Source: an optimization exercise on an open RTL-to-GDS flow (aim: small area, a short achievable clock period and few clock cycles). Production flows keep margins and buffers that such runs may drop.
Where RTL was checked, it was by simulation tests only, not by an equivalence proof against the original.
Only the layout flow was run in run 1; the RTL was not checked for function there.
Power and IR drop assume default switching activity.

--- flow/run.sh ---
#!/bin/bash
# synth_recipe.tcl (not shown) runs the flow's synth.tcl, then flattens the netlist and writes it again
# the make line also repeats each setting of config.mk as NAME=value (left out here)
make -C /OpenROAD-flow-scripts/flow DESIGN_CONFIG=/design/flow/config.mk WORK_HOME=/design/flow/orfs CLKGATE_MAP_FILE= SYNTH_SCRIPT=/design/flow/synth_recipe.tcl finish
--- flow/config.mk ---
export PLATFORM = sky130hd
export DESIGN_NAME = pcf8583_rtc
export DESIGN_NICKNAME = pcf8583_rtc
export VERILOG_FILES = /design/flow/design.v
export SDC_FILE = /design/flow/constraint.sdc
export NUM_CORES = 4
export LEC_CHECK = 0
export CAP_MARGIN = 20
export CORE_MARGIN = 2
export CORE_UTILIZATION = 30
export SLEW_MARGIN = 20
--- flow/constraint.sdc ---
create_clock -name core_clock -period 20.0 [get_ports {clk}]
set_input_delay 4.0000 -clock core_clock [delete_from_list [all_inputs] [get_ports {clk}]]
set_output_delay 4.0000 -clock core_clock [all_outputs]
set_load 0.01 [all_outputs]
--- flow/design.v ---
module pcf8583_divu (
    input  wire        clk,
    input  wire        rst,
    input  wire        start,
    input  wire [40:0] a,
    input  wire [17:0] b,
    input  wire [5:0]  n,
    output wire [40:0] quo,
    output wire [17:0] rem,
    output reg         done
);
    reg [40:0] q;
    reg [18:0] r;
    reg [17:0] d;
    reg [5:0]  cnt;
    reg        run;
    wire [19:0] trial = {r, q[40]} - {2'b00, d};
    always @(posedge clk) begin
        if (rst) begin
            run  <= 1'b0;
            done <= 1'b0;
            cnt  <= 6'd0;
            q    <= 41'd0;
            d    <= 18'd0;
            r    <= 19'd0;
        end else begin
            done <= 1'b0;
            if (start) begin
                q   <= a << (6'd41 - n);
                r   <= 19'd0;
                d   <= b;
                cnt <= n;
                run <= 1'b1;
            end else if (run) begin
                if (!trial[19]) begin
                    r <= trial[18:0];
                    q <= {q[39:0], 1'b1};
                end else begin
                    r <= {r[17:0], q[40]};
                    q <= {q[39:0], 1'b0};
                end
                cnt <= cnt - 6'd1;
                if (cnt == 6'd1) begin
                    run  <= 1'b0;
                    done <= 1'b1;
                end
            end
        end
    end
    assign quo = q;
    assign rem = r[17:0];
endmodule
module pcf8583_rtc (
    input  wire        clk,
    input  wire        rst,
    input  wire        scl_i,
    input  wire        sda_i,
    input  wire [39:0] host_now,
    input  wire [6:0]  host_cs,
    output wire        sda_o,
    output wire        busy
);
    localparam [40:0] KOFF = 41'd617564390400;    
    localparam [3:0] S_IDLE       = 4'd0;
    localparam [3:0] S_START_WAIT = 4'd1;
    localparam [3:0] S_GET_ADDR   = 4'd2;
    localparam [3:0] S_AW_ACK     = 4'd3;
    localparam [3:0] S_AR_ACK     = 4'd4;
    localparam [3:0] S_GET_REG    = 4'd5;
    localparam [3:0] S_REG_ACK    = 4'd6;
    localparam [3:0] S_READ       = 4'd7;
    localparam [3:0] S_READ_ACK   = 4'd8;
    localparam [3:0] S_WRITE      = 4'd9;
    localparam [3:0] S_WRITE_ACK  = 4'd10;
    localparam [4:0] E_IDLE   = 5'd0;
    localparam [4:0] E_MAIN   = 5'd1;
    localparam [4:0] E_P0     = 5'd2;
    localparam [4:0] E_P1     = 5'd3;
    localparam [4:0] E_P2     = 5'd4;
    localparam [4:0] E_P3     = 5'd5;
    localparam [4:0] E_P4     = 5'd6;
    localparam [4:0] E_P5     = 5'd7;
    localparam [4:0] E_P6     = 5'd8;
    localparam [4:0] E_P7     = 5'd9;
    localparam [4:0] E_D1     = 5'd10;
    localparam [4:0] E_D2     = 5'd11;
    localparam [4:0] E_MUL    = 5'd12;
    localparam [4:0] E_COMMIT = 5'd13;
    localparam [4:0] E_PSTART = 5'd14;
    localparam [4:0] E_D0     = 5'd15;
    localparam [4:0] E_D1B    = 5'd16;
    function [7:0] bcd7;
        input [6:0] v;
        begin
            bcd7 = (v / 7'd10) * 8'd16 + {1'b0, v % 7'd10};
        end
    endfunction
    function [10:0] st675;
        input [9:0] r; input b;
        reg [10:0] t;
        reg [10:0] tm;
        begin
            t = {r, b};
            tm = t - 11'd675;
            st675 = (t >= 11'd675) ? {1'b1, tm[9:0]} : {1'b0, t[9:0]};
        end
    endfunction
    function [18:0] st146097;
        input [17:0] r; input b;
        reg [18:0] t;
        reg [18:0] tm;
        begin
            t = {r, b};
            tm = t - 19'd146097;
            st146097 = (t >= 19'd146097) ? {1'b1, tm[17:0]} : {1'b0, t[17:0]};
        end
    endfunction
    function [2:0] st7;
        input [2:0] r; input b;
        reg [3:0] t;
        begin
            t = {r, b};
            st7 = (t >= 4'd7) ? t - 4'd7 : t[2:0];
        end
    endfunction
    function [11:0] st1461;
        input [10:0] r; input b;
        reg [11:0] t;
        reg [11:0] tm;
        begin
            t = {r, b};
            tm = t - 12'd1461;
            st1461 = (t >= 12'd1461) ? {1'b1, tm[10:0]} : {1'b0, t[10:0]};
        end
    endfunction
    function [8:0] st225;
        input [7:0] r; input b;
        reg [8:0] t;
        reg [8:0] tm;
        begin
            t = {r, b};
            tm = t - 9'd225;
            st225 = (t >= 9'd225) ? {1'b1, tm[7:0]} : {1'b0, t[7:0]};
        end
    endfunction
    function [4:0] st15;
        input [3:0] r; input b;
        reg [4:0] t;
        reg [4:0] tm;
        begin
            t = {r, b};
            tm = t - 5'd15;
            st15 = (t >= 5'd15) ? {1'b1, tm[3:0]} : {1'b0, t[3:0]};
        end
    endfunction
    function isleapv;
        input [7:0] v; input [1:0] c4;
        begin
            if (v[1:0] != 2'd0)      isleapv = 1'b0;
            else if (v == 8'd0)      isleapv = (c4 == 2'd0);
            else if (v == 8'd100)    isleapv = (c4 == 2'd3);
            else                     isleapv = 1'b1;
        end
    endfunction
    function [4:0] mlen;
        input [3:0] m; input lp;
        begin
            if (m == 4'd2) mlen = lp ? 5'd29 : 5'd28;
            else if (m == 4'd4 || m == 4'd6 || m == 4'd9 || m == 4'd11) mlen = 5'd30;
            else mlen = 5'd31;
        end
    endfunction
    function [8:0] cumd;
        input [3:0] m; input lp;
        reg [8:0] c;
        begin
            case (m)
                4'd1:  c = 9'd0;   4'd2:  c = 9'd31;  4'd3:  c = 9'd59;
                4'd4:  c = 9'd90;  4'd5:  c = 9'd120; 4'd6:  c = 9'd151;
                4'd7:  c = 9'd181; 4'd8:  c = 9'd212; 4'd9:  c = 9'd243;
                4'd10: c = 9'd273; 4'd11: c = 9'd304; default: c = 9'd334;
            endcase
            cumd = c + ((m >= 4'd3 && lp) ? 9'd1 : 9'd0);
        end
    endfunction
    function [2:0] cum7;
        input [3:0] m; input lp;
        reg [2:0] c;
        begin
            case (m)
                4'd1:  c = 3'd0; 4'd2:  c = 3'd3; 4'd3:  c = 3'd3;
                4'd4:  c = 3'd6; 4'd5:  c = 3'd1; 4'd6:  c = 3'd4;
                4'd7:  c = 3'd6; 4'd8:  c = 3'd2; 4'd9:  c = 3'd5;
                4'd10: c = 3'd0; 4'd11: c = 3'd3; default: c = 3'd5;
            endcase
            if (m >= 4'd3 && lp) c = (c == 3'd6) ? 3'd0 : c + 3'd1;
            cum7 = c;
        end
    endfunction
    reg [39:0] hn_r;
    reg [6:0]  cs_r;
    reg        rst_r;
    always @(posedge clk) begin
        hn_r  <= host_now;
        cs_r  <= host_cs;
        rst_r <= rst;
    end
    reg        scl_q, sda_q;
    reg [3:0]  ps;
    reg [2:0]  bc;
    reg [7:0]  sh;
    reg [7:0]  ptr;
    reg        sda_reg, busy_reg;
    reg        ev_start, ev_ring, ev_time, ev_ctrl, ev_halt, ev_res;
    reg [7:0]  ev_ptr, ev_data;
    reg [7:0]  nb;
    reg [7:0]  nb_tag;
    reg        nb_rdy;
    assign sda_o = sda_reg;
    assign busy  = busy_reg;
    wire op_ok    = !busy_reg;
    wire c_fall   = op_ok & scl_q & ~scl_i;
    wire c_edge   = op_ok & (scl_q ^ scl_i);
    wire d_edge   = op_ok & ~(scl_q ^ scl_i) & (sda_q ^ sda_i);
    wire c_start  = d_edge & scl_q & ~sda_i;
    wire c_stop   = d_edge & scl_q & sda_i;
    wire [7:0] shifted = {sh[6:0], sda_q};
    wire       bdone   = (bc == 3'd7);
    wire [7:0] ptr_inc = ptr + 8'd1;
    reg  [3:0] f_ps;
    reg  [2:0] f_bc;
    reg  [7:0] f_sh, f_ptr;
    reg        f_wr, f_sda;
    always @(*) begin
        f_ps  = ps;
        f_bc  = bc;
        f_sh  = sh;
        f_ptr = ptr;
        f_wr  = 1'b0;
        f_sda = 1'b1;
        case (ps)
            S_START_WAIT: f_ps = S_GET_ADDR;
            S_GET_ADDR: begin
                f_sh = shifted;
                f_bc = bc + 3'd1;
                if (bdone) begin
                    if (shifted == 8'hA0)      begin f_ps = S_AW_ACK; f_sda = 1'b0; end
                    else if (shifted == 8'hA1) begin f_ps = S_AR_ACK; f_sda = 1'b0; end
                    else                       f_ps = S_IDLE;
                end
            end
            S_AW_ACK: begin
                f_bc = 3'd0;
                f_ps = S_GET_REG;
            end
            S_GET_REG: begin
                f_sh = shifted;
                f_bc = bc + 3'd1;
                if (bdone) begin
                    f_ptr = shifted;
                    f_ps  = S_REG_ACK;
                    f_sda = 1'b0;
                end
            end
            S_REG_ACK, S_WRITE_ACK: begin
                f_bc = 3'd0;
                f_ps = S_WRITE;
            end
            S_WRITE: begin
                f_sh = shifted;
                f_bc = bc + 3'd1;
                if (bdone) begin
                    f_ptr = ptr_inc;
                    f_ps  = S_WRITE_ACK;
                    f_wr  = 1'b1;
                    f_sda = 1'b0;
                end
            end
            S_AR_ACK: begin
                f_sh  = nb;
                f_bc  = 3'd0;
                f_ps  = S_READ;
                f_sda = nb[7];
            end
            S_READ: begin
                f_bc = bc + 3'd1;
                f_sh = {sh[6:0], 1'b0};
                if (bdone) begin
                    f_ps  = S_READ_ACK;
                    f_sda = 1'b0;
                end else begin
                    f_sda = sh[6];
                end
            end
            S_READ_ACK: begin
                if (!sda_q) begin
                    f_ptr = ptr_inc;
                    f_sh  = nb;
                    f_bc  = 3'd0;
                    f_ps  = S_READ;
                    f_sda = nb[7];
                end else begin
                    f_ps = S_IDLE;
                end
            end
            default: ;
        endcase
    end
    wire w_ring = f_wr && (ptr[7:3] != 5'd0);
    wire w_time = f_wr && (ptr[7:3] == 5'd0) && (ptr[2:0] >= 3'd2) && (ptr[2:0] <= 3'd6);
    wire w_ctrl = f_wr && (ptr == 8'd0);
    reg [1983:0] ring;
    reg [7:0]    rc;
    reg [4:0]    clr_cnt;
    wire         clr = (clr_cnt != 5'd0);
    reg          pw_valid;
    reg [7:0]    pw_idx;
    reg [7:0]    pw_data;
    reg [7:0]    ws_r;        
    wire         wfire = pw_valid && (ws_r[3:0] == 4'd0);
    wire [127:0] tap_src;
    genvar gk, gi;
    generate
        for (gk = 0; gk < 16; gk = gk + 1) begin : g_tap
            localparam integer SRC = (gk == 0) ? 247 : 16 * gk - 1;
            assign tap_src[8*gk +: 8] = ring[8*SRC +: 8];
        end
        for (gi = 0; gi < 248; gi = gi + 1) begin : g_ring
            if (gi % 16 == 0) begin : g_t
                always @(posedge clk)
                    ring[8*gi +: 8] <= clr ? 8'd0 :
                                       (wfire && ws_r[7:4] == (gi / 16)) ? pw_data :
                                       tap_src[8*(gi/16) +: 8];
            end else begin : g_s
                always @(posedge clk)
                    ring[8*gi +: 8] <= ring[8*(gi-1) +: 8];
            end
        end
    endgenerate
    function [7:0] slot_next;
        input [7:0] idx; input [7:0] c;
        reg [8:0] s, m;
        begin
            s = {1'b0, idx} + {1'b0, c} + 9'd1;
            m = s - 9'd248;
            slot_next = m[8] ? s[7:0] : m[7:0];
        end
    endfunction
    reg [4:0]  eph;
    reg        ejob_w;        
    reg [2:0]  emode;
    reg [7:0]  wv;            
    reg [2:0]  wx;            
    reg [3:0]  ecnt;
    reg        pend, pend_add;
    reg        snap_valid;
    reg [6:0]  cs_snap;
    reg [7:0]  ctrl;
    reg        halted, am_pm;
    reg [27:0] eq;            
    reg [9:0]  r1;
    reg [17:0] r2;
    reg [6:0]  low7;
    reg [2:0]  w7;
    reg [1:0]  qb;
    reg [3:0]  mr;
    reg [11:0] dp, dq, dr;    
    reg [5:0]  f_sc, f_mi;
    reg [4:0]  f_hr, f_dom;
    reg [3:0]  f_mon;
    reg [6:0]  f_w;           
    reg [1:0]  f_c4;          
    reg [2:0]  f_wd;
    reg [40:0] offK, latchK;
    wire [7:0] tgt   = (ps == S_READ || ps == S_READ_ACK) ? ptr_inc : ptr;
    wire [7:0] tidx  = {tgt[7:3] - 5'd1, tgt[2:0]};
    reg  [7:0] tgt_r, ts_r;
    wire       tring_r = (tgt_r[7:3] != 5'd0);
    wire       thit  = (ts_r[3:0] == 4'd0);
    wire [7:0] tapv  = tap_src[8*ts_r[7:4] +: 8];
    wire [7:0] tidx_r = {tgt_r[7:3] - 5'd1, tgt_r[2:0]};
    wire       pconf_r = pw_valid && (pw_idx == tidx_r);
    wire       pconf = pw_valid && (pw_idx == tidx);
    wire [4:0] h12 = (f_hr == 5'd0) ? 5'd12 : (f_hr > 5'd12) ? f_hr - 5'd12 : f_hr;
    reg  [4:0] h_disp;
    reg        h_pm;
    reg  [6:0] raw7;
    reg  [7:0] ext8;
    always @(*) begin
        raw7 = 7'd0;
        ext8 = 8'd0;
        case (tgt[2:0])
            3'd1: raw7 = cs_snap;
            3'd2: raw7 = {1'b0, f_sc};
            3'd3: raw7 = {1'b0, f_mi};
            3'd4: begin
                raw7 = {2'b00, h_disp};
                ext8 = am_pm ? {1'b1, h_pm, 6'd0} : 8'd0;
            end
            3'd5: begin raw7 = {2'b00, f_dom}; ext8 = {f_w[1:0], 6'd0}; end
            3'd6: begin raw7 = {3'b000, f_mon}; ext8 = {f_wd + 3'd1, 5'd0}; end
            default: ;
        endcase
    end
    reg  [7:0] pre8;
    reg  [7:0] pre_ext;
    reg        pre_bcd;
    wire [7:0] regbyte = pre_bcd ? (bcd7(pre8[6:0]) | pre_ext) : pre8;
    wire       tsnap_r = (tgt_r[2:0] >= 3'd2) && (tgt_r[2:0] <= 3'd6);
    wire ld_ok = nb_rdy && (nb_tag == tgt) && !((tgt[7:3] != 5'd0) && pconf);
    wire wpre     = ejob_w && (eph != E_IDLE) && (eph != E_PSTART);
    wire proc_add = ev_halt | ev_res | ev_start | ev_time;
    wire do_commit = (eph == E_COMMIT) && !proc_add;
    wire do_pstart = (eph == E_PSTART) && !proc_add;
    reg        add_lat;       
    reg [1:0]  add_bs;        
    always @(*) begin
        if (ev_halt) begin
            add_lat = 1'b0; add_bs = 2'd1;
        end else if (ev_res) begin
            add_lat = 1'b1; add_bs = 2'd2;
        end else if (ev_start || ev_time) begin
            add_lat = halted;
            add_bs  = halted ? 2'd0 : 2'd1;
        end else if (eph == E_COMMIT) begin
            add_lat = halted; add_bs = 2'd3;
        end else begin
            add_lat = 1'b1;
            add_bs  = pend_add ? 2'd3 : 2'd0;
        end
    end
    wire [40:0] hn_x  = {hn_r[39], hn_r};
    wire [40:0] add_a = add_lat ? latchK : offK;
    wire [40:0] add_b = (add_bs == 2'd1) ? hn_x :
                        (add_bs == 2'd2) ? ~hn_x :
                        (add_bs == 2'd3) ? {{13{eq[27]}}, eq} : 41'd0;
    wire [40:0] sum   = add_a + add_b + {40'd0, (add_bs == 2'd2)};
    wire start_direct = ev_start && !wpre;
    wire div_load = start_direct || ev_time || do_pstart;
    integer j;
    reg [9:0]  m_r1;
    reg [27:0] m_eq;
    reg [1:0]  m_q;
    reg [10:0] s1;
    always @(*) begin
        m_r1 = r1; m_eq = eq; m_q = 2'd0;
        for (j = 0; j < 2; j = j + 1) begin
            s1   = st675(m_r1, m_eq[27]);
            m_eq = {m_eq[26:0], 1'b0};
            m_r1 = s1[9:0];
            m_q  = {m_q[0], s1[10]};
        end
    end
    reg [17:0] m_r2;
    reg [2:0]  m_w7;
    reg [1:0]  m_q2;
    reg [18:0] s2;
    always @(*) begin
        m_r2 = r2; m_w7 = w7; m_q2 = 2'd0;
        for (j = 0; j < 2; j = j + 1) begin
            s2   = st146097(m_r2, qb[1 - j]);
            m_r2 = s2[17:0];
            m_q2 = {m_q2[0], s2[18]};
            m_w7 = st7(m_w7, qb[1 - j]);
        end
    end
    wire [8:0]  h1  = st225(r1[9:2], r1[1]);
    wire [8:0]  h2  = st225(h1[7:0], r1[0]);
    wire [7:0]  h_r = (eph == E_P2) ? h1[7:0] : h2[7:0];
    wire [1:0]  h_q = {h1[8], h2[8]};
    wire [17:0] xz  = {m_r2[17:2], 2'b11};           
    reg  [3:0]  mn_r;
    reg  [2:0]  mn_q;
    reg  [4:0]  s4;
    always @(*) begin
        mn_r = mr;
        mn_q = 3'd0;
        for (j = 0; j < 3; j = j + 1) begin
            s4   = st15(mn_r, r1[9 - j]);
            mn_r = s4[3:0];
            mn_q = {mn_q[1:0], s4[4]};
        end
    end
    reg  [10:0] z_r;
    reg  [6:0]  z_eq;
    reg  [11:0] s5;
    always @(*) begin
        z_r  = r2[10:0];
        z_eq = eq[6:0];
        for (j = 0; j < 2; j = j + 1) begin
            if (eph != E_P5 || j == 0) begin
                s5   = st1461(z_r, z_eq[6]);
                z_r  = s5[10:0];
                z_eq = {z_eq[5:0], s5[11]};
            end
        end
    end
    wire [8:0] ny = r2[10:2];
    wire [3:0] mp = (ny >= 9'd337) ? 4'd11 : (ny >= 9'd306) ? 4'd10 : (ny >= 9'd275) ? 4'd9 :
                    (ny >= 9'd245) ? 4'd8  : (ny >= 9'd214) ? 4'd7  : (ny >= 9'd184) ? 4'd6 :
                    (ny >= 9'd153) ? 4'd5  : (ny >= 9'd122) ? 4'd4  : (ny >= 9'd92)  ? 4'd3 :
                    (ny >= 9'd61)  ? 4'd2  : (ny >= 9'd31)  ? 4'd1  : 4'd0;
    reg  [8:0] mstart;
    always @(*) begin
        case (mr)
            4'd0: mstart = 9'd0;   4'd1: mstart = 9'd31;  4'd2: mstart = 9'd61;
            4'd3: mstart = 9'd92;  4'd4: mstart = 9'd122; 4'd5: mstart = 9'd153;
            4'd6: mstart = 9'd184; 4'd7: mstart = 9'd214; 4'd8: mstart = 9'd245;
            4'd9: mstart = 9'd275; 4'd10: mstart = 9'd306; default: mstart = 9'd337;
        endcase
    end
    wire [8:0] dom9 = ny - mstart + 9'd1;
    wire       jan  = (mr >= 4'd10);
    wire [3:0] mon4 = jan ? mr - 4'd9 : mr + 4'd3;
    wire [3:0] wd4  = {1'b0, w7} + 4'd3;
    wire [2:0] wdn  = (wd4 >= 4'd7) ? wd4[2:0] - 3'd7 : wd4[2:0];
    wire [7:0] v_sec  = ev_data[7:4] * 8'd10 + {4'd0, ev_data[3:0]};
    wire [5:0] v_dom  = ev_data[5:4] * 6'd10 + {2'd0, ev_data[3:0]};
    wire [4:0] v_m5   = (ev_data[4] ? 5'd10 : 5'd0) + {1'b0, ev_data[3:0]};
    wire [4:0] v_m12  = (v_m5 >= 5'd24) ? v_m5 - 5'd24 : (v_m5 >= 5'd12) ? v_m5 - 5'd12 : v_m5;
    wire [5:0] v_hour = ev_data[7] ? ({1'b0, v_m12} + (ev_data[6] ? 6'd12 : 6'd0)) : v_dom;
    wire [2:0] v_wday = (ev_data[7:5] == 3'd0) ? 3'd6 : ev_data[7:5] - 3'd1;
    wire [1:0] v_ma   = (v_m5 == 5'd0) ? 2'd0 : (v_m5 <= 5'd12) ? 2'd1 :
                        (v_m5 <= 5'd24) ? 2'd2 : 2'd3;
    wire [3:0] v_mn   = (v_m5 == 5'd0) ? 4'd12 : (v_m5 <= 5'd12) ? v_m5[3:0] :
                        (v_m5 <= 5'd24) ? v_m5[3:0] - 4'd12 : 4'd1;
    reg  [7:0] wv_n;
    reg  [2:0] wx_n;
    always @(*) begin
        wx_n = 3'd0;
        case (ev_ptr[2:0])
            3'd2, 3'd3: wv_n = v_sec;
            3'd4:       wv_n = {2'd0, v_hour};
            3'd5:       begin wv_n = {2'd0, v_dom}; wx_n = {1'b0, ev_data[7:6]}; end
            default:    begin wv_n = {2'd0, v_ma, v_mn}; wx_n = v_wday; end
        endcase
    end
    wire [1:0] y4     = f_w[1:0];
    wire [3:0] lp_n = {isleapv({1'b0, f_w}, f_c4), isleapv({1'b0, f_w} - 8'd1, f_c4),
                       isleapv({1'b0, f_w} + 8'd1, f_c4), isleapv({1'b0, f_w[6:2], 2'b00}, f_c4)};
    wire lp_y   = mr[3];
    wire lp_ym1 = mr[2];
    wire lp_yp1 = mr[1];
    wire lp_b   = mr[0];
    reg  [3:0]  m1;
    reg  [1:0]  rel;          
    reg  [1:0]  y1m4;
    reg         l1;
    reg  [11:0] g_day;
    reg  [4:0]  dom_adj;
    wire [4:0]  lm = mlen(f_mon, lp_y);
    wire [2:0]  kd = {1'b0, wx[1:0]} - {1'b0, y1m4};    
    always @(*) begin
        if (wv[5:0] == 6'd0) begin
            m1  = (f_mon == 4'd1) ? 4'd12 : f_mon - 4'd1;
            rel = (f_mon == 4'd1) ? 2'd3 : 2'd0;
        end else if (wv[5:0] <= {1'b0, lm}) begin
            m1  = f_mon;
            rel = 2'd0;
        end else begin
            m1  = (f_mon == 4'd12) ? 4'd1 : f_mon + 4'd1;
            rel = (f_mon == 4'd12) ? 2'd1 : 2'd0;
        end
        y1m4 = y4 + rel;
        l1   = (rel == 2'd1 && y4 == 2'd3) ? lp_yp1 : lp_b;
        case (kd)
            3'd1:    g_day = 12'd365;
            3'd2:    g_day = 12'd730;
            3'd3:    g_day = 12'd1095;
            3'd7:    g_day = -12'd365;
            3'd6:    g_day = -12'd730;
            3'd5:    g_day = -12'd1095;
            default: g_day = 12'd0;
        endcase
        dom_adj = f_dom;
        if (m1 <= 4'd2 && l1) begin
            if (wx[1:0] != 2'd0 && y1m4 == 2'd0) dom_adj = f_dom - 5'd1;
            if (wx[1:0] == 2'd0 && y1m4 != 2'd0) dom_adj = f_dom + 5'd1;
        end
    end
    wire [1:0]  ma = wv[5:4];
    wire [3:0]  mn = wv[3:0];
    reg  [11:0] jy;
    reg  [2:0]  jy7;
    reg         lpn;
    always @(*) begin
        case (ma)
            2'd0: begin
                jy = lp_ym1 ? -12'd366 : -12'd365; jy7 = lp_ym1 ? 3'd5 : 3'd6; lpn = lp_ym1;
            end
            2'd1: begin jy = 12'd0; jy7 = 3'd0; lpn = lp_y; end
            2'd2: begin
                jy = lp_y ? 12'd366 : 12'd365; jy7 = lp_y ? 3'd2 : 3'd1; lpn = lp_yp1;
            end
            default: begin
                jy = 12'd730 + {11'd0, lp_y} + {11'd0, lp_yp1};
                jy7 = 3'd2 + {2'd0, lp_y} + {2'd0, lp_yp1};
                lpn = 1'b0;
            end
        endcase
    end
    wire [4:0] w7s  = {2'd0, f_wd} + {2'd0, jy7} + {2'd0, cum7(mn, lpn)} +
                      5'd7 - {2'd0, cum7(f_mon, lp_y)};
    wire [2:0] wd1  = dr[4:0] % 5'd7;
    wire [11:0] dval = dp - dq + dr;
    reg  signed [2:0] bdig;
    always @(*) begin
        bdig = 3'sd0;
        case (emode)
            3'd3: case (ecnt)         
                      4'd3: bdig = 3'sd1;  4'd1: bdig = -3'sd1;  default: ;
                  endcase
            3'd4: case (ecnt)         
                      4'd6: bdig = 3'sd1;  4'd4: bdig = -3'sd2;  4'd2: bdig = 3'sd1;
                      default: ;
                  endcase
            default: case (ecnt)      
                      4'd8, 4'd7, 4'd6: bdig = 3'sd1;
                      4'd4: bdig = 3'sd2;  4'd3: bdig = -3'sd2;
                      default: ;
                  endcase
        endcase
    end
    wire [27:0] dx    = {{16{dp[11]}}, dp};
    wire [27:0] bterm = (bdig == 3'sd2 || bdig == -3'sd2) ? {dx[26:0], 1'b0} :
                        (bdig == 3'sd0) ? 28'd0 : dx;
    wire        bneg  = bdig[2];
    wire [27:0] mul_n = {eq[25:0], 2'b00} + (bterm ^ {28{bneg}}) + {27'd0, bneg};
    always @(posedge clk) begin
        if (rst_r) begin
            scl_q    <= 1'b1;
            sda_q    <= 1'b1;
            ps       <= S_IDLE;
            ptr      <= 8'd0;
            sda_reg  <= 1'b1;
            ev_start <= 1'b0;
            ev_ring  <= 1'b0;
            ev_time  <= 1'b0;
            ev_ctrl  <= 1'b0;
            ev_halt  <= 1'b0;
            ev_res   <= 1'b0;
        end else begin
            if (c_edge) scl_q <= scl_i;
            if (d_edge) sda_q <= sda_i;
            if (c_fall) begin
                ps      <= f_ps;
                bc      <= f_bc;
                sh      <= f_sh;
                ptr     <= f_ptr;
                sda_reg <= f_sda;
            end else if (c_start) begin
                ps      <= S_START_WAIT;
                bc      <= 3'd0;
                sda_reg <= 1'b1;
            end else if (c_stop) begin
                ps      <= S_IDLE;
                sda_reg <= 1'b1;
            end
            ev_start <= c_start;
            ev_ring  <= c_fall & w_ring;
            ev_time  <= c_fall & w_time;
            ev_ctrl  <= c_fall & w_ctrl;
            ev_halt  <= c_fall & w_ctrl & shifted[7] & !halted;
            ev_res   <= c_fall & w_ctrl & !shifted[7] & halted;
        end
        ev_ptr  <= ptr;
        ev_data <= shifted;
    end
    always @(posedge clk) begin
        if (rst || rst_r)
            busy_reg <= 1'b1;
        else
            busy_reg <= (((ps == S_AR_ACK) || (ps == S_READ_ACK)) && !ld_ok) ||
                        ((ps == S_WRITE) && (bc == 3'd7) && (pw_valid || ev_ring ||
                         ((ptr[7:3] == 5'd0) && (ptr[2:0] != 3'd1) && (ptr[2:0] != 3'd7) &&
                          ejob_w && (eph != E_IDLE))));
    end
    always @(posedge clk) begin
        rc <= (rc == 8'd247) ? 8'd0 : rc + 8'd1;
        ws_r  <= slot_next(ev_ring ? {ev_ptr[7:3] - 5'd1, ev_ptr[2:0]} : pw_idx, rc);
        tgt_r <= tgt;
        ts_r  <= slot_next(tidx, rc);
        pre8    <= (tgt[2:0] == 3'd0) ? ctrl : {1'b0, raw7};
        pre_ext <= ext8;
        pre_bcd <= (tgt[2:0] != 3'd0) && (tgt[2:0] != 3'd7);
        if (rst_r) begin
            ctrl       <= 8'd0;
            halted     <= 1'b0;
            am_pm      <= 1'b0;
            offK       <= KOFF;
            rc         <= 8'd0;
            clr_cnt    <= 5'd16;
            pw_valid   <= 1'b0;
            nb_rdy     <= 1'b0;
            eph        <= E_IDLE;
            ejob_w     <= 1'b0;
            pend       <= 1'b0;
            snap_valid <= 1'b0;
        end else begin
            if (ev_start) cs_snap <= cs_r;
            if (ev_ctrl) ctrl <= ev_data;
            if (ev_halt) begin
                latchK <= sum;
                halted <= 1'b1;
            end
            if (ev_res) begin
                offK   <= sum;
                halted <= 1'b0;
            end
            if (ev_time && ev_ptr[2:0] == 3'd4) am_pm <= ev_data[7];
            if (clr) clr_cnt <= clr_cnt - 5'd1;
            if (ev_ring) begin
                pw_valid <= 1'b1;
                pw_idx   <= {ev_ptr[7:3] - 5'd1, ev_ptr[2:0]};
                pw_data  <= ev_data;
            end else if (wfire) begin
                pw_valid <= 1'b0;
            end
            if (ev_start || ev_ring || ev_time || ev_ctrl || tgt != tgt_r) begin
                nb_rdy <= 1'b0;
            end else if (!tring_r) begin
                nb     <= regbyte;
                nb_tag <= tgt_r;
                nb_rdy <= !tsnap_r || snap_valid;
            end else if (pconf_r) begin
                nb_rdy <= 1'b0;
            end else if (thit) begin
                nb     <= tapv;
                nb_tag <= tgt_r;
                nb_rdy <= !clr;
            end
            if (ev_start) begin
                snap_valid <= 1'b0;
                if (wpre) begin
                    pend     <= 1'b1;
                    pend_add <= !halted;
                    if (!halted) latchK <= sum;
                end else begin
                    pend <= 1'b0;
                end
            end
            if (ev_time) begin
                snap_valid <= 1'b0;
                wv    <= wv_n;
                wx    <= wx_n;
                emode <= ev_ptr[2:0];
            end
            if (div_load) begin
                ejob_w <= ev_time;
                eph    <= E_MAIN;
                ecnt   <= 4'd0;
                r1     <= {4'd0, sum[40:35]};
                eq     <= sum[34:7];
                low7   <= sum[6:0];
                r2     <= 18'd0;
                w7     <= 3'd0;
                qb     <= 2'd0;
                if (do_pstart) pend <= 1'b0;
            end else begin
                case (eph)
                    E_MAIN: begin
                        r1 <= m_r1; eq <= m_eq; qb <= m_q;
                        r2 <= m_r2; w7 <= m_w7;
                        ecnt <= ecnt + 4'd1;
                        if (ecnt == 4'd13) eph <= E_P0;
                    end
                    E_P0: begin
                        r2   <= m_r2; w7 <= m_w7;
                        qb   <= 2'b11;
                        r1   <= {h_r, low7[6:5]};
                        low7 <= {low7[4:0], 2'b00};
                        f_hr <= {3'd0, h_q};
                        eph  <= E_P1;
                    end
                    E_P1: begin
                        f_c4 <= m_q2;
                        r2   <= {7'd0, xz[17:7]};
                        eq   <= {21'd0, xz[6:0]};
                        r1   <= {h_r, low7[6:5]};
                        low7 <= {low7[4:0], 2'b00};
                        f_hr <= {f_hr[2:0], h_q};
                        eph  <= E_P2;
                    end
                    E_P2: begin
                        r2   <= {7'd0, z_r};
                        eq   <= {21'd0, z_eq};
                        mr   <= h_r[7:4];
                        r1   <= {h_r[3:0], r1[0], low7[6], 4'd0};
                        f_hr <= {f_hr[3:0], h_q[1]};
                        eph  <= E_P3;
                    end
                    E_P3: begin
                        r2   <= {7'd0, z_r};
                        eq   <= {21'd0, z_eq};
                        mr   <= mn_r;
                        r1   <= {r1[6:0], 3'd0};
                        f_mi <= {3'd0, mn_q};
                        h_disp <= am_pm ? h12 : f_hr;
                        h_pm   <= (f_hr >= 5'd12);
                        eph  <= E_P4;
                    end
                    E_P4: begin
                        r2   <= {7'd0, z_r};
                        eq   <= {21'd0, z_eq};
                        f_mi <= {f_mi[2:0], mn_q};
                        f_sc <= {mn_r, low7[5:4]};
                        eph  <= E_P5;
                    end
                    E_P5: begin
                        r2  <= {7'd0, z_r};
                        eq  <= {21'd0, z_eq};
                        eph <= E_P6;
                    end
                    E_P6: begin
                        mr  <= mp;
                        eph <= E_P7;
                    end
                    E_P7: begin
                        f_dom <= dom9[4:0];
                        f_mon <= mon4;
                        f_w   <= eq[6:0] + {6'd0, jan};
                        f_wd  <= wdn;
                        if (ejob_w) begin
                            eph <= E_D0;
                        end else begin
                            eph        <= E_IDLE;
                            snap_valid <= 1'b1;
                        end
                    end
                    E_D0: begin
                        mr  <= lp_n;
                        eph <= E_D1;
                    end
                    E_D1: begin
                        case (emode)
                            3'd2: begin dp <= {4'd0, wv}; dq <= {6'd0, f_sc}; dr <= 12'd0; end
                            3'd3: begin dp <= {4'd0, wv}; dq <= {6'd0, f_mi}; dr <= 12'd0; end
                            3'd4: begin dp <= {4'd0, wv}; dq <= {7'd0, f_hr}; dr <= 12'd0; end
                            3'd5: begin dp <= {4'd0, wv}; dq <= {7'd0, dom_adj}; dr <= g_day; end
                            default: begin
                                dp <= jy + {3'd0, cumd(mn, lpn)};
                                dq <= {3'd0, cumd(f_mon, lp_y)};
                                dr <= {7'd0, w7s};
                            end
                        endcase
                        eph <= E_D1B;
                    end
                    E_D1B: begin
                        if (emode == 3'd6) dr <= {9'd0, wx} - {9'd0, wd1};
                        eph <= E_D2;
                    end
                    E_D2: begin
                        dp <= dval;
                        eq <= {{16{dval[11]}}, dval};
                        case (emode)
                            3'd2:    begin ecnt <= 4'd0; eph <= E_COMMIT; end
                            3'd3:    begin ecnt <= 4'd2; eph <= E_MUL; end
                            3'd4:    begin ecnt <= 4'd5; eph <= E_MUL; end
                            default: begin ecnt <= 4'd7; eph <= E_MUL; end
                        endcase
                    end
                    E_MUL: begin
                        eq   <= mul_n;
                        ecnt <= ecnt - 4'd1;
                        if (ecnt == 4'd0) eph <= E_COMMIT;
                    end
                    E_COMMIT: begin
                        if (do_commit) begin
                            if (halted) latchK <= sum;
                            else        offK   <= sum;
                            eph <= pend ? E_PSTART : E_IDLE;
                        end
                    end
                    default: ;
                endcase
            end
        end
    end
endmodule
==> impl_metrics.env, run 1 <==
export IMPL_ys_ff_latch=2465
export IMPL_grt_pass1_wl_mm=265
export IMPL_cts_num_sinks=2465
export IMPL_design_area_um2=89000
export IMPL_diodes=0
export IMPL_fin_crit_ns=7.00
export IMPL_die_y_um=511
export IMPL_maxCapViolCount=0
export IMPL_timing_final_crit_share_pct=35.0
export IMPL_grt_overflow=0
export IMPL_vias=46100
export IMPL_crit_path_max_incr_delay_ns=0.72
export IMPL_placement_rows=186
export IMPL_die_x_um=511
export IMPL_largest_register="ring"
export IMPL_worst_r2r_setup_slack_ns=13.00
export IMPL_drc=0
export IMPL_dieArea_um2=261000
export IMPL_grt_pass1_vias=45200
export IMPL_ff2ff_path_depth=20
export IMPL_layout_commonest_cell="dfxtp_1"
export IMPL_dp_cells=9653
export IMPL_core_um2=256000
export IMPL_crit_top_cell="a21oi_1"
export IMPL_synth_area_per_cell_um2=12.0
export IMPL_finalMaxSlewViolations=0
export IMPL_initial_core_util_pct=30.1
export IMPL_fill_cells=24800
export IMPL_arrival_ns=7.55
export IMPL_seq_area_frac_synth_pct=67.3
export IMPL_slew_headroom_pct=23.2
export IMPL_cts_tree="built"
export IMPL_async_reset_ff_share_pct=0
export IMPL_fin_setup_tns_ns=0
export IMPL_status="no timing/DRC/antenna violations"
export IMPL_hold_violations=0
export IMPL_ys_types=105
export IMPL_rsz0062_at_grt="no"
export IMPL_hold_start="ring[395]"
export IMPL_syn_area_um2=77100
export IMPL_syn_inst=6405
export IMPL_synthToLayoutAreaGrowth_pct=15.4
export IMPL_peakVddDrop_v=0.0000838
export IMPL_clockBufferDepth=4
export IMPL_grt_max_degree=78
export IMPL_power_density_nw_per_um2=134
export IMPL_tightestPinTransition_ns=1.15
export IMPL_hold_path_end="ring[403]"
export IMPL_num_nets_final=6804
export IMPL_fmax_mhz=143
export IMPL_synth_ff_type="dfxtp_1"
export IMPL_cp_buffers_inverters=2
export IMPL_vias_per_cell=4.58
export IMPL_place_port_buffers=52
export IMPL_ys_warn_count=1
export IMPL_cts_repair_resized=0
export IMPL_whs_ns=0.250
export IMPL_firstDrtPassIters=6
export IMPL_r2r_start="eph[2]"
export IMPL_routed_wl_mm=172
export IMPL_whs_path_depth=0
export IMPL_required_ns=20.55
export IMPL_cts_reportedPaths_clkPinSlew_ns=0.06
export IMPL_largest_register_ffs=1984
export IMPL_final_antenna_net_count=0
export IMPL_min_path_type="reg2reg"
export IMPL_drt_iter0_drc=3319
export IMPL_antenna_found_initial=3
export IMPL_crit_start="eph[2]"
export IMPL_cp_slowest_cell="o311ai_0"
export IMPL_io_pins=53
export IMPL_skew_ns=0.111
export IMPL_grt_usage_pct=12.8
export IMPL_r2r_end="latchK[40]"
export IMPL_htree_levels=4
export IMPL_hpwl_mm=117
export IMPL_cpLargestDelayFamily="compound AO/OA/AOI/OAI gates"
export IMPL_hold_buffers=0
export IMPL_cp_start_kind="register"
export IMPL_power_leakage_uw=0.0344
export IMPL_endpoint_kind="register"
export IMPL_synth_edf_count=256
export IMPL_path_cells="nand2_1, nor2_1, a31o_2, buf_4, mux2_2, fa_1, inv_1, fa_1, nor2b_1, o21ai_0, a21boi_0, o311ai_0, o21ai_0, a221oi_1, a21oi_1, nor3_1, o31ai_1, a21oi_1, xnor2_1, a21oi_1"
export IMPL_numCtsBuffers=225
export IMPL_path_class="reg2reg"
export IMPL_final_cell_mix="dfxtp_1, nand2_1, nor2_1"
export IMPL_stdcell_count=10100
export IMPL_clk_latency_ns=0.86
export IMPL_place_area_um2=81400
export IMPL_crit_fanout=41
export IMPL_setup_viol=0
export IMPL_wl_per_cell_um=17.1
export IMPL_reg_top3="ring x1984, latchK x41, offK x41"
export IMPL_gp_congestion=0.863
export IMPL_cts_setup_buffers=0
export IMPL_root_buffer="clkbuf_16"
export IMPL_drive_above_1_share_pct=8.85
[logic make-up after synthesis]
group / count (synthesis) / share of synthesized area, %
xor+xnor: 295 / 3.35
buf+inv: 470 / 2.36
mux: 227 / 3.75
fa+ha+maj: 258 / 4.44
other cells: 2 / 0.00974
compound gates: 1185 / 9.98
simple gates: 1503 / 8.81
flops: 2465 / 67.3
[cell type report]
cell class                      instances  area [um^2]  share of cell area (%)
Sequential cell                      2465        51900                    58.3
Tap cell                             3384         4230                    4.76
Inverter                              233          877                   0.985
Timing Repair Buffer                   99          873                   0.981
Clock inverter                        100         1140                    1.28
Multi-Input combinational cell       3472        23500                    26.4
Clock buffer                          307         6470                    7.26
[worst register-to-register path: cells and delay by family, from the launching register on]
| family | cells | cell delay, ns |
|---|---|---|
| compound gates | 10 | 3.05 |
| xor+xnor | 1 | 0.20 |
| mux | 1 | 0.44 |
| simple gates | 4 | 1.08 |
| flops | 1 | 0.69 |
| fa+ha+maj | 2 | 0.62 |
| buf+inv | 2 | 0.65 |
[power breakdown]
| group | leakage, uW | switching, uW | internal [uW] |
|---|---|---|---|
| logic | 0.0105 | 1360 | 869 |
| clock network | 0.00376 | 1810 | 2520 |
| registers | 0.0202 | 211 | 5170 |
| total | 0.0344 | 3390 | 8560 |
[metal layers]
metal  track usage (%)  vias to the layer above  wire [um]
met5                 0                        -          0
met4              3.85                        0       4580
met3              2.17                      307       9910
met2              20.7                     1295      78100
met1              17.5                    22300      79700
li1                  -                    22200          -
[synth_stat cells, types with 25 or more instances]
cell / count / area (um^2)
a211oi_1: 31 / 233
a21o_1: 60 / 450
a21oi_1: 376 / 1880
a221o_1: 32 / 320
a221oi_1: 32 / 280
a22oi_1: 48 / 360
a31oi_1: 36 / 225
and2_1: 35 / 219
and3_1: 41 / 257
buf_1: 31 / 116
clkbuf_1: 186 / 698
dfxtp_1: 2209 / 44200
edfxtp_1: 256 / 7690
fa_1: 27 / 541
ha_1: 230 / 2880
inv_1: 228 / 856
mux2_2: 64 / 721
mux2i_1: 119 / 1190
mux4_2: 43 / 968
nand2_1: 594 / 2230
nand2b_1: 46 / 288
nand3_1: 106 / 531
nor2_1: 413 / 1550
nor2b_1: 45 / 282
nor3_1: 86 / 430
nor4_1: 25 / 156
o211ai_1: 34 / 255
o21a_1: 32 / 240
o21ai_0: 223 / 1120
o21bai_1: 31 / 233
o22ai_1: 36 / 225
o31ai_1: 29 / 218
xnor2_1: 212 / 1860
xor2_1: 83 / 727
[worst max path at each step]
stage	end	slack (ns)	cells past startpoint
after CTS	latchK[40]	13.09	20
after floorplan	ptr[1]	14.29	6
final	latchK[40]	13.00	20
after global routing	latchK[40]	12.54	20
after global placement	latchK[40]	13.16	20
after detailed placement	latchK[40]	13.11	20
[per-stage QoR]
stage / setup WS, ns / util (%) / total power (uW)
final: 13.00 / 34.7 / 11900
after global routing: 12.54 / 34.7 / 12500
after CTS: 13.09 / 34.7 / 12000
after detailed placement: 13.11 / 31.8 / 7680
after global placement: 13.16 / 31.8 / 7650
after floorplan: 14.29 / - / 7070
==> run 2, diff against run 1 <==
--- a/flow/design.v
+++ b/flow/design.v
@@ -199,9 +199,7 @@
     endfunction
     reg [39:0] hn_r;
-    reg [6:0]  cs_r;
     reg        rst_r;
     always @(posedge clk) begin
         hn_r  <= host_now;
-        cs_r  <= host_cs;
         rst_r <= rst;
     end
@@ -213,7 +211,7 @@
     reg        sda_reg, busy_reg;
     reg        ev_start, ev_ring, ev_time, ev_ctrl, ev_halt, ev_res;
-    reg [7:0]  ev_ptr, ev_data;
+    reg [7:0]  ev_data;
+    wire [7:0] ev_ptr = ptr - 8'd1;      
     reg [7:0]  nb;
-    reg [7:0]  nb_tag;
     reg        nb_rdy;
     assign sda_o = sda_reg;
@@ -319,4 +317,5 @@
     reg [7:0]    ws_r;        
     wire         wfire = pw_valid && (ws_r[3:0] == 4'd0);
+    wire [7:0]   pw_wd = clr ? 8'd0 : pw_data;
     wire [127:0] tap_src;
     genvar gk, gi;
@@ -329,6 +328,5 @@
             if (gi % 16 == 0) begin : g_t
                 always @(posedge clk)
-                    ring[8*gi +: 8] <= clr ? 8'd0 :
-                                       (wfire && ws_r[7:4] == (gi / 16)) ? pw_data :
+                    ring[8*gi +: 8] <= (clr || (wfire && ws_r[7:4] == (gi / 16))) ? pw_wd :
                                        tap_src[8*(gi/16) +: 8];
             end else begin : g_s
@@ -365,5 +363,7 @@
     reg [1:0]  qb;
     reg [3:0]  mr;
-    reg [11:0] dp, dq, dr;    
+    wire [11:0] dp = r2[11:0];
+    wire [8:0]  dq = r1[8:0];
+    wire [11:0] dr = eq[11:0];
     reg [5:0]  f_sc, f_mi;
     reg [4:0]  f_hr, f_dom;
@@ -383,6 +383,4 @@
     wire       pconf = pw_valid && (pw_idx == tidx);
     wire [4:0] h12 = (f_hr == 5'd0) ? 5'd12 : (f_hr > 5'd12) ? f_hr - 5'd12 : f_hr;
-    reg  [4:0] h_disp;
-    reg        h_pm;
     reg  [6:0] raw7;
     reg  [7:0] ext8;
@@ -395,6 +393,6 @@
             3'd3: raw7 = {1'b0, f_mi};
             3'd4: begin
-                raw7 = {2'b00, h_disp};
-                ext8 = am_pm ? {1'b1, h_pm, 6'd0} : 8'd0;
+                raw7 = {2'b00, am_pm ? h12 : f_hr};
+                ext8 = am_pm ? {1'b1, (f_hr >= 5'd12), 6'd0} : 8'd0;
             end
             3'd5: begin raw7 = {2'b00, f_dom}; ext8 = {f_w[1:0], 6'd0}; end
@@ -408,5 +406,5 @@
     wire [7:0] regbyte = pre_bcd ? (bcd7(pre8[6:0]) | pre_ext) : pre8;
     wire       tsnap_r = (tgt_r[2:0] >= 3'd2) && (tgt_r[2:0] <= 3'd6);
-    wire ld_ok = nb_rdy && (nb_tag == tgt) && !((tgt[7:3] != 5'd0) && pconf);
+    wire ld_ok = nb_rdy && (tgt == tgt_r) && !((tgt[7:3] != 5'd0) && pconf);
     wire wpre     = ejob_w && (eph != E_IDLE) && (eph != E_PSTART);
     wire proc_add = ev_halt | ev_res | ev_start | ev_time;
@@ -603,5 +601,5 @@
                       5'd7 - {2'd0, cum7(f_mon, lp_y)};
     wire [2:0] wd1  = dr[4:0] % 5'd7;
-    wire [11:0] dval = dp - dq + dr;
+    wire [11:0] dval = dp - {3'd0, dq} + dr;
     reg  signed [2:0] bdig;
     always @(*) begin
@@ -658,4 +656,5 @@
             end
             ev_start <= c_start;
+            if (c_start) cs_snap <= host_cs;
             ev_ring  <= c_fall & w_ring;
             ev_time  <= c_fall & w_time;
@@ -664,5 +663,4 @@
             ev_res   <= c_fall & w_ctrl & !shifted[7] & halted;
         end
-        ev_ptr  <= ptr;
         ev_data <= shifted;
     end
@@ -698,5 +696,4 @@
             snap_valid <= 1'b0;
         end else begin
-            if (ev_start) cs_snap <= cs_r;
             if (ev_ctrl) ctrl <= ev_data;
             if (ev_halt) begin
@@ -721,5 +718,4 @@
             end else if (!tring_r) begin
                 nb     <= regbyte;
-                nb_tag <= tgt_r;
                 nb_rdy <= !tsnap_r || snap_valid;
             end else if (pconf_r) begin
@@ -727,5 +723,4 @@
             end else if (thit) begin
                 nb     <= tapv;
-                nb_tag <= tgt_r;
                 nb_rdy <= !clr;
             end
@@ -796,6 +791,4 @@
                         r1   <= {r1[6:0], 3'd0};
                         f_mi <= {3'd0, mn_q};
-                        h_disp <= am_pm ? h12 : f_hr;
-                        h_pm   <= (f_hr >= 5'd12);
                         eph  <= E_P4;
                     end
@@ -834,12 +827,12 @@
                     E_D1: begin
                         case (emode)
-                            3'd2: begin dp <= {4'd0, wv}; dq <= {6'd0, f_sc}; dr <= 12'd0; end
-                            3'd3: begin dp <= {4'd0, wv}; dq <= {6'd0, f_mi}; dr <= 12'd0; end
-                            3'd4: begin dp <= {4'd0, wv}; dq <= {7'd0, f_hr}; dr <= 12'd0; end
-                            3'd5: begin dp <= {4'd0, wv}; dq <= {7'd0, dom_adj}; dr <= g_day; end
+                            3'd2: begin r2 <= {10'd0, wv}; r1 <= {4'd0, f_sc}; eq <= 28'd0; end
+                            3'd3: begin r2 <= {10'd0, wv}; r1 <= {4'd0, f_mi}; eq <= 28'd0; end
+                            3'd4: begin r2 <= {10'd0, wv}; r1 <= {5'd0, f_hr}; eq <= 28'd0; end
+                            3'd5: begin r2 <= {10'd0, wv}; r1 <= {5'd0, dom_adj}; eq <= {16'd0, g_day}; end
                             default: begin
-                                dp <= jy + {3'd0, cumd(mn, lpn)};
-                                dq <= {3'd0, cumd(f_mon, lp_y)};
-                                dr <= {7'd0, w7s};
+                                r2 <= {6'd0, jy + {3'd0, cumd(mn, lpn)}};
+                                r1 <= {1'b0, cumd(f_mon, lp_y)};
+                                eq <= {23'd0, w7s};
                             end
                         endcase
@@ -847,9 +840,9 @@
                     end
                     E_D1B: begin
-                        if (emode == 3'd6) dr <= {9'd0, wx} - {9'd0, wd1};
+                        if (emode == 3'd6) eq <= {16'd0, {9'd0, wx} - {9'd0, wd1}};
                         eph <= E_D2;
                     end
                     E_D2: begin
-                        dp <= dval;
+                        r2 <= {6'd0, dval};
                         eq <= {{16{dval[11]}}, dval};
                         case (emode)
==> run 2 against run 1 <==
Critical path type unchanged; combinational power is about 20% lower; still clean on timing, DRC and antenna; critical path depth decreased by 4; largest cell class unchanged; sequential cell count down 60; critical endpoint is now latchK[39].
==> impl_metrics.env, run 2 <==
export IMPL_yosys_top_cells_area="dfxtp_1, edfxtp_1, ha_1, nand2_1, nor2_1"
export IMPL_grt_max_degree=67
export IMPL_largest_register_ffs=1984
export IMPL_cts_num_sinks=2405
export IMPL_hold_violations=0
export IMPL_cpLargestDelayFamily="compound AO/OA/AOI/OAI gates"
export IMPL_power_leakage_uw=0.0340
export IMPL_grt_pass1_vias=44500
export IMPL_crit_fanout=23
export IMPL_power_density_nw_per_um2=128
export IMPL_reg_top3="ring x1984, latchK x41, offK x41"
export IMPL_crit_path_max_incr_delay_ns=0.81
export IMPL_synthToLayoutAreaGrowth_pct=15.9
export IMPL_ys_ff_latch=2405
export IMPL_path_cells="nand2b_1, nor2_1, a21o_2, mux2_2, fa_1, a21o_1, a21oi_1, o21ai_0, a21oi_1, a211o_1, a21oi_1, o41ai_1, o31ai_1, o41ai_1, xor2_1, o21ai_0"
export IMPL_cts_tree="built"
export IMPL_placement_rows=183
export IMPL_ys_types=95
export IMPL_antenna_found_initial=6
export IMPL_ys_warn_count=1
export IMPL_cts_reportedPaths_clkPinSlew_ns=0.06
export IMPL_endpoint_kind="register"
export IMPL_required_ns=20.56
export IMPL_tightestPinTransition_ns=1.11
export IMPL_synth_edf_count=211
export IMPL_htree_levels=4
export IMPL_final_antenna_net_count=0
export IMPL_cts_repair_resized=0
export IMPL_gp_congestion=0.931
export IMPL_route_met3_wl_mm=9.15
export IMPL_async_reset_ff_share_pct=0
export IMPL_root_buffer="clkbuf_16"
export IMPL_place_port_buffers=52
export IMPL_layout_commonest_cell="dfxtp_1"
export IMPL_synth_top_cells_by_count="dfxtp_1, nand2_1, nor2_1, a21oi_1, o21ai_0"
export IMPL_min_path_type="reg2reg"
export IMPL_skew_ns=0.147
export IMPL_drt_iter0_drc=3483
export IMPL_grt_pass1_wl_mm=269
export IMPL_synth_area_per_cell_um2=12.0
export IMPL_dieArea_um2=254000
export IMPL_cp_slowest_cell="dfxtp_1"
export IMPL_die_y_um=504
export IMPL_hold_buffers=0
export IMPL_rsz0062_at_grt="no"
export IMPL_fin_setup_tns_ns=0
export IMPL_clock_power_share_pct=38.0
export IMPL_fin_crit_ns=6.47
export IMPL_numCtsBuffers=212
export IMPL_vias_per_cell=4.58
export IMPL_routed_wl_met2_mm=79.6
export IMPL_design_area_um2=87000
export IMPL_setup_viol=0
export IMPL_fill_cells=24300
export IMPL_slew_headroom_pct=25.7
export IMPL_wl_met1_mm=81.8
export IMPL_core_um2=249000
export IMPL_die_x_um=504
export IMPL_yosysMostFrequentCell="dfxtp_1"
export IMPL_synth_top_area_share_pct=58.5
export IMPL_peakVddDrop_v=0.000102
export IMPL_p_sw_uw=3080
export IMPL_clk_latency_ns=0.88
export IMPL_clockBufferDepth=3
export IMPL_maxCapViolCount=0
export IMPL_place_area_um2=79400
export IMPL_arrival_ns=7.04
export IMPL_final_cell_mix="dfxtp_1, nand2_1, nor2_1"
export IMPL_p_int_uw=8060
export IMPL_cts_setup_buffers=0
export IMPL_switching_share_pct=27.7
export IMPL_path_class="reg2reg"
export IMPL_finalMaxSlewViolations=0
export IMPL_status="no timing/DRC/antenna violations"
export IMPL_grt_usage_pct=13.4
export IMPL_initial_core_util_pct=30.2
export IMPL_syn_area_um2=75100
export IMPL_grt_overflow=0
export IMPL_combPwrFrac_pct=16.1
export IMPL_largest_register="ring"
export IMPL_io_pins=53
export IMPL_routed_wl_mm=176
export IMPL_syn_inst=6241
export IMPL_vias=45200
export IMPL_timing_final_crit_share_pct=32.4
export IMPL_seq_area_frac_synth_pct=66.9
export IMPL_drc=0
export IMPL_seqPwrFrac_pct=45.9
export IMPL_cp_buffers_inverters=0
export IMPL_synth_largest_area_cell="dfxtp_1"
export IMPL_fmax_mhz=154
export IMPL_num_nets_final=6644
export IMPL_wl_per_cell_um=17.8
export IMPL_crit_top_cell="a21oi_1"
export IMPL_synth_ff_type="dfxtp_1"
export IMPL_top_layer="met5"
export IMPL_cp_start_kind="register"
export IMPL_drive_above_1_share_pct=9.34
export IMPL_firstDrtPassIters=9
export IMPL_hpwl_mm=121
-- run 2: cell count changes after synthesis, moves of 14 or more --
cell	change
edfxtp_1	-45
o21ai_0	+23
nor2_1	+40
nand3_1	-19
xnor2_1	-18
inv_1	-19
mux2i_1	+48
dfxtp_1	-15
a22oi_1	-30
a21oi_1	-45
nand2_1	-59
a211oi_1	+19
a31oi_1	+14
-- run 2: worst paths after layout --
kind                   from         end  slack, ns  depth (start not counted)
hold / removal    ring[205]   ring[213]       0.27                          0
setup / recovery     eph[2]  latchK[39]      13.53                         16
hold reg to reg   ring[205]   ring[213]       0.27                          0
setup reg to reg     eph[2]  latchK[39]      13.53                         16
-- run 2: cell type report --
cell class,count,area [um^2],area share [%]
flip-flops and latches,2405,50300,57.8
clock inverters,118,1560,1.79
well taps,3330,4170,4.79
repair buffers,110,963,1.11
multi-input cells,3391,23200,26.7
inverters,220,826,0.949
diodes,1,2.50,0.00288
clock buffers,284,6010,6.91
-- run 2: through the flow --
step	worst slack (ns)	std cells	util (%)	power (uW)	hold slack, ns
after global routing	12.95	9858	35.0	11600	0.255
after detailed placement	13.51	9456	31.9	6970	0.312
after CTS	13.60	9858	35.0	11200	0.259
after floorplan	14.62	6243	-	6450	0.310
after global placement	13.57	9455	31.9	6950	0.310
final	13.53	9859	35.0	11100	0.269
-- run 2: kinds of logic after synthesis --
family          synth area share (%)
compound gates                  9.84
fa+ha+maj                       4.49
simple gates                    8.60
flops                           66.9
other cells                   0.0100
xor+xnor                        3.31
mux                             4.55
buf+inv                         2.27
-- run 2: routing by layer --
layer  track usage, %  vias up
li1                 -    21700
met1             18.3    21900
met2             21.6     1289
met3             2.23      331
met4             4.33        2
met5                0        -
-- run 2: power groups by stage --
stage	registers (uW)	logic, uW	clock network (uW)
3_5_place_dp	5220	1750	0
2_1_floorplan	5120	1330	0
6_report	5120	1790	4230
3_3_place_gp	5220	1730	0
4_1_cts	5110	1770	4340
5_1_grt	5120	1950	4550
Testbench counts of run 2, summed over its fixed seeds: cycles 118,453.
==> run 3, diff against run 2 <==
==> flow/flow/run.sh (new file) <==
#!/bin/bash
# The standard layout (the standard.sh, unchanged synthesis, floorplan,
# placement, clock tree and routing), with the timing repair steps asked to
# leave a setup margin, so that the design is optimised toward a clock
# period shorter than the constraint's. The constraint file is not changed.
set -euo pipefail
export SETUP_SLACK_MARGIN=14.2
bash standard.sh > standard.log 2>&1
==> flow/standard.sh (new file) <==
#!/bin/bash
# synth_recipe.tcl (not shown) runs the flow's synth.tcl, then flattens the netlist and writes it again
# the make line also repeats each setting of config.mk as NAME=value (left out here)
make -C /OpenROAD-flow-scripts/flow DESIGN_CONFIG=/design/flow/config.mk WORK_HOME=/design/flow/orfs CLKGATE_MAP_FILE= SYNTH_SCRIPT=/design/flow/synth_recipe.tcl "${@:-finish}"
removed: flow/run.sh
==> run 3 against run 2 <==
Largest cell class unchanged; core utilization is 0.098 points higher; still clean; power grew 0.27%; die area is the same; sequential share of layout area decreased by 0.15 points; first-iteration DRC count rose by 1.8%; clock skew increased by 0.0014 ns; register-to-register slack gained 0.95 ns.
==> impl_metrics.env, run 3 <==
export IMPL_status="no timing/DRC/antenna violations"
export IMPL_crit_path_max_incr_delay_ns=0.52
export IMPL_power_density_nw_per_um2=128
export IMPL_gp_congestion=0.931
export IMPL_drt_iter0_drc=3545
export IMPL_hold_buffers=0
export IMPL_seq_area_frac_synth_pct=66.9
export IMPL_syn_area_um2=75100
export IMPL_routed_wl_mm=176
export IMPL_finalMaxSlewViolations=0
export IMPL_grt_pass1_vias=44500
export IMPL_numCtsBuffers=212
export IMPL_hold_start="ring[315]"
export IMPL_ys_ff_latch=2405
export IMPL_num_nets_final=6665
export IMPL_ys_types=95
export IMPL_grt_overflow=0
export IMPL_largest_register="ring"
export IMPL_hold_path_end="ring[323]"
export IMPL_placement_rows=183
export IMPL_io_pins=53
export IMPL_root_buffer="clkbuf_16"
export IMPL_required_ns=16.00
export IMPL_whs_ns=0.271
export IMPL_cp_start_kind="register"
export IMPL_crit_fanout=5
export IMPL_maxCapViolCount=0
export IMPL_rsz0062_at_grt="no"
export IMPL_final_cell_mix="dfxtp_1, nand2_1, nor2_1"
export IMPL_clk_latency_ns=0.88
export IMPL_peakVddDrop_v=0.000102
export IMPL_wl_per_cell_um=17.8
export IMPL_worst_r2r_setup_slack_ns=14.48
export IMPL_power_leakage_uw=0.0341
export IMPL_min_path_type="reg2reg"
export IMPL_die_y_um=504
export IMPL_vias_per_cell=4.58
export IMPL_syn_inst=6241
export IMPL_slew_headroom_pct=24.2
export IMPL_clockBufferDepth=3
export IMPL_arrival_ns=1.70
export IMPL_core_um2=249000
export IMPL_fill_cells=24300
export IMPL_cts_reportedPaths_clkPinSlew_ns=0.06
export IMPL_ff2ff_path_depth=17
export IMPL_ys_warn_count=1
export IMPL_whs_path_depth=0
export IMPL_synth_top_cells_by_count="dfxtp_1, nand2_1, nor2_1, a21oi_1, o21ai_0"
export IMPL_tightestPinTransition_ns=1.13
export IMPL_synth_ff_type="dfxtp_1"
export IMPL_cts_tree="built"
export IMPL_antenna_found_initial=5
export IMPL_dieArea_um2=254000
export IMPL_synth_area_per_cell_um2=12.0
export IMPL_path_cells="dlygate4sd2_1"
export IMPL_synthToLayoutAreaGrowth_pct=16.2
export IMPL_initial_core_util_pct=30.2
export IMPL_cts_num_sinks=2405
export IMPL_vias=45300
export IMPL_endpoint_kind="output pin"
export IMPL_drc=0
export IMPL_fin_crit_ns=5.70
export IMPL_layout_commonest_cell="dfxtp_1"
export IMPL_cpLargestDelayFamily="buffers and inverters"
export IMPL_die_x_um=504
export IMPL_async_reset_ff_share_pct=0
export IMPL_grt_max_degree=67
export IMPL_fmax_mhz=175
export IMPL_synth_largest_area_cell="dfxtp_1"
export IMPL_reg_top3="ring x1984, latchK x41, offK x41"
export IMPL_cp_slowest_cell="dlygate4sd2_1"
export IMPL_hpwl_mm=121
export IMPL_place_port_buffers=52
export IMPL_htree_levels=4
export IMPL_total_power_uw=11200
export IMPL_synth_top_area_share_pct=58.5
export IMPL_fin_setup_tns_ns=0
export IMPL_drive_above_1_share_pct=9.93
export IMPL_r2r_end="r2[7]"
export IMPL_firstDrtPassIters=5
export IMPL_yosysMostFrequentCell="dfxtp_1"
export IMPL_largest_register_ffs=1984
export IMPL_skew_ns=0.148
export IMPL_grt_usage_pct=13.5
export IMPL_r2r_start="r2[6]"
export IMPL_timing_final_crit_share_pct=28.5
export IMPL_grt_pass1_wl_mm=269
export IMPL_path_class="reg2out"
export IMPL_cp_buffers_inverters=1
export IMPL_yosys_top_cells_area="dfxtp_1, edfxtp_1, ha_1, nand2_1, nor2_1"
export IMPL_final_antenna_net_count=0
export IMPL_setup_viol=0
export IMPL_synth_edf_count=211
export IMPL_hold_violations=0
-- run 3: through the flow --
step | util (%) | worst slack (ns) | cells | cell area [um^2]
CTS | 35.0 | 14.20 | 9858 | 87000
global route | 35.1 | 14.17 | 9879 | 87300
global placement | 31.9 | 13.57 | 9455 | 79400
detailed placement | 31.9 | 13.51 | 9456 | 79400
finish | 35.1 | 14.30 | 9881 | 87300
floorplan | - | 14.62 | 6243 | 75100
-- run 3: how the worst max path moves through the flow --
stage | from | endpoint | slack, ns | depth (start not counted)
finish | busy_reg | busy | 14.30 | 1
global route | ev_res | eq[20] | 14.17 | 17
CTS | sda_reg | sda_o | 14.20 | 1
detailed placement | eph[2] | latchK[39] | 13.51 | 16
global placement | eph[2] | latchK[39] | 13.57 | 16
floorplan | scl_i | ptr[1] | 14.62 | 6
-- run 3: power breakdown --
group / internal, uW / switching (uW) / total [uW] / leakage, uW
registers: 4970 / 135 / 5110 / 0.0197
logic: 693 / 1130 / 1830 / 0.0107
clock network: 2410 / 1830 / 4230 / 0.00370
-- run 3: cell type report --
class,count,area [um^2],area share [%]
Antenna cell,2,5.00,0.00574
Clock inverter,118,1560,1.79
Timing Repair Buffer,130,1110,1.27
Multi-Input combinational cell,3392,23300,26.7
Sequential cell,2405,50300,57.6
Clock buffer,284,6010,6.89
Tap cell,3330,4170,4.77
Inverter,220,830,0.951
-- run 3: cells by family after synthesis --
group / synth area share [%]
compound gates: 9.84
xor+xnor: 3.31
fa+ha+maj: 4.49
buf+inv: 2.27
flops: 66.9
mux: 4.55
other cells: 0.0100
simple gates: 8.60
-- run 3: repair_timing --
action / CTS / global route
gates cloned: 0 / 1
endpoints found under the setup margin: 25 / 33
setup buffers: 0 / 20
endpoints found under the hold margin: 0 / 0
pin swaps: 0 / 3
gates resized for setup: 9 / 17
-- run 3: per-layer routing --
metal / wire length, um / up-vias / global-route usage (%)
met1: 81700 / 21900 / 18.4
met4: 5010 / 0 / 4.33
met3: 9650 / 331 / 2.18
li1: - / 21700 / -
met5: 0 / - / 0
met2: 79900 / 1325 / 21.6
-- run 3: worst reg2reg max path, delay by kind of cell, from the launching register on --
family          cells  cell delay (ns)
buf+inv             1             0.23
flops               1             0.79
compound gates      9             2.13
fa+ha+maj           1             0.29
simple gates        4             1.44
xor+xnor            2             0.38

==> static timing again, ports no longer ideal <==
The results above use ideal ports. As a check the final layouts listed here were re-extracted and re-timed, cells and wires unchanged.
Step 1 sets driving cells, clkbuf_16 on the clock port and buf_2 on the other inputs (assumed; they add their load-dependent delay and slew).
Step 2 moves the port delays by t, midway between the first and last clock arrival at a register: inputs arrive t later, outputs are due t later. That takes back most of the time a late clock gives input paths.
a / b / c = no drivers / after step 1 / after step 2; a / b = the first two.
run	t (ns)	setup WS [ns]	worst hold slack (ns)	worst setup path at the end	slew at the worst register clock pin (ns)
run 1	0.893	12.995 / 12.995 / 12.995	0.250 / 0.250 / 0.250	register to register	0.07 / 0.07
run 2	0.891	13.526 / 13.526 / 13.526	0.269 / 0.269 / 0.269	register to register	0.08 / 0.08
run 3	0.889	14.296 / 14.211 / 13.699	0.271 / 0.271 / 0.271	input to register	0.08 / 0.08
After both steps every run listed still meets setup and hold. The setup slack of run 3, which loses most, moves by -0.085 ns with the drivers and by -0.597 ns with both steps.
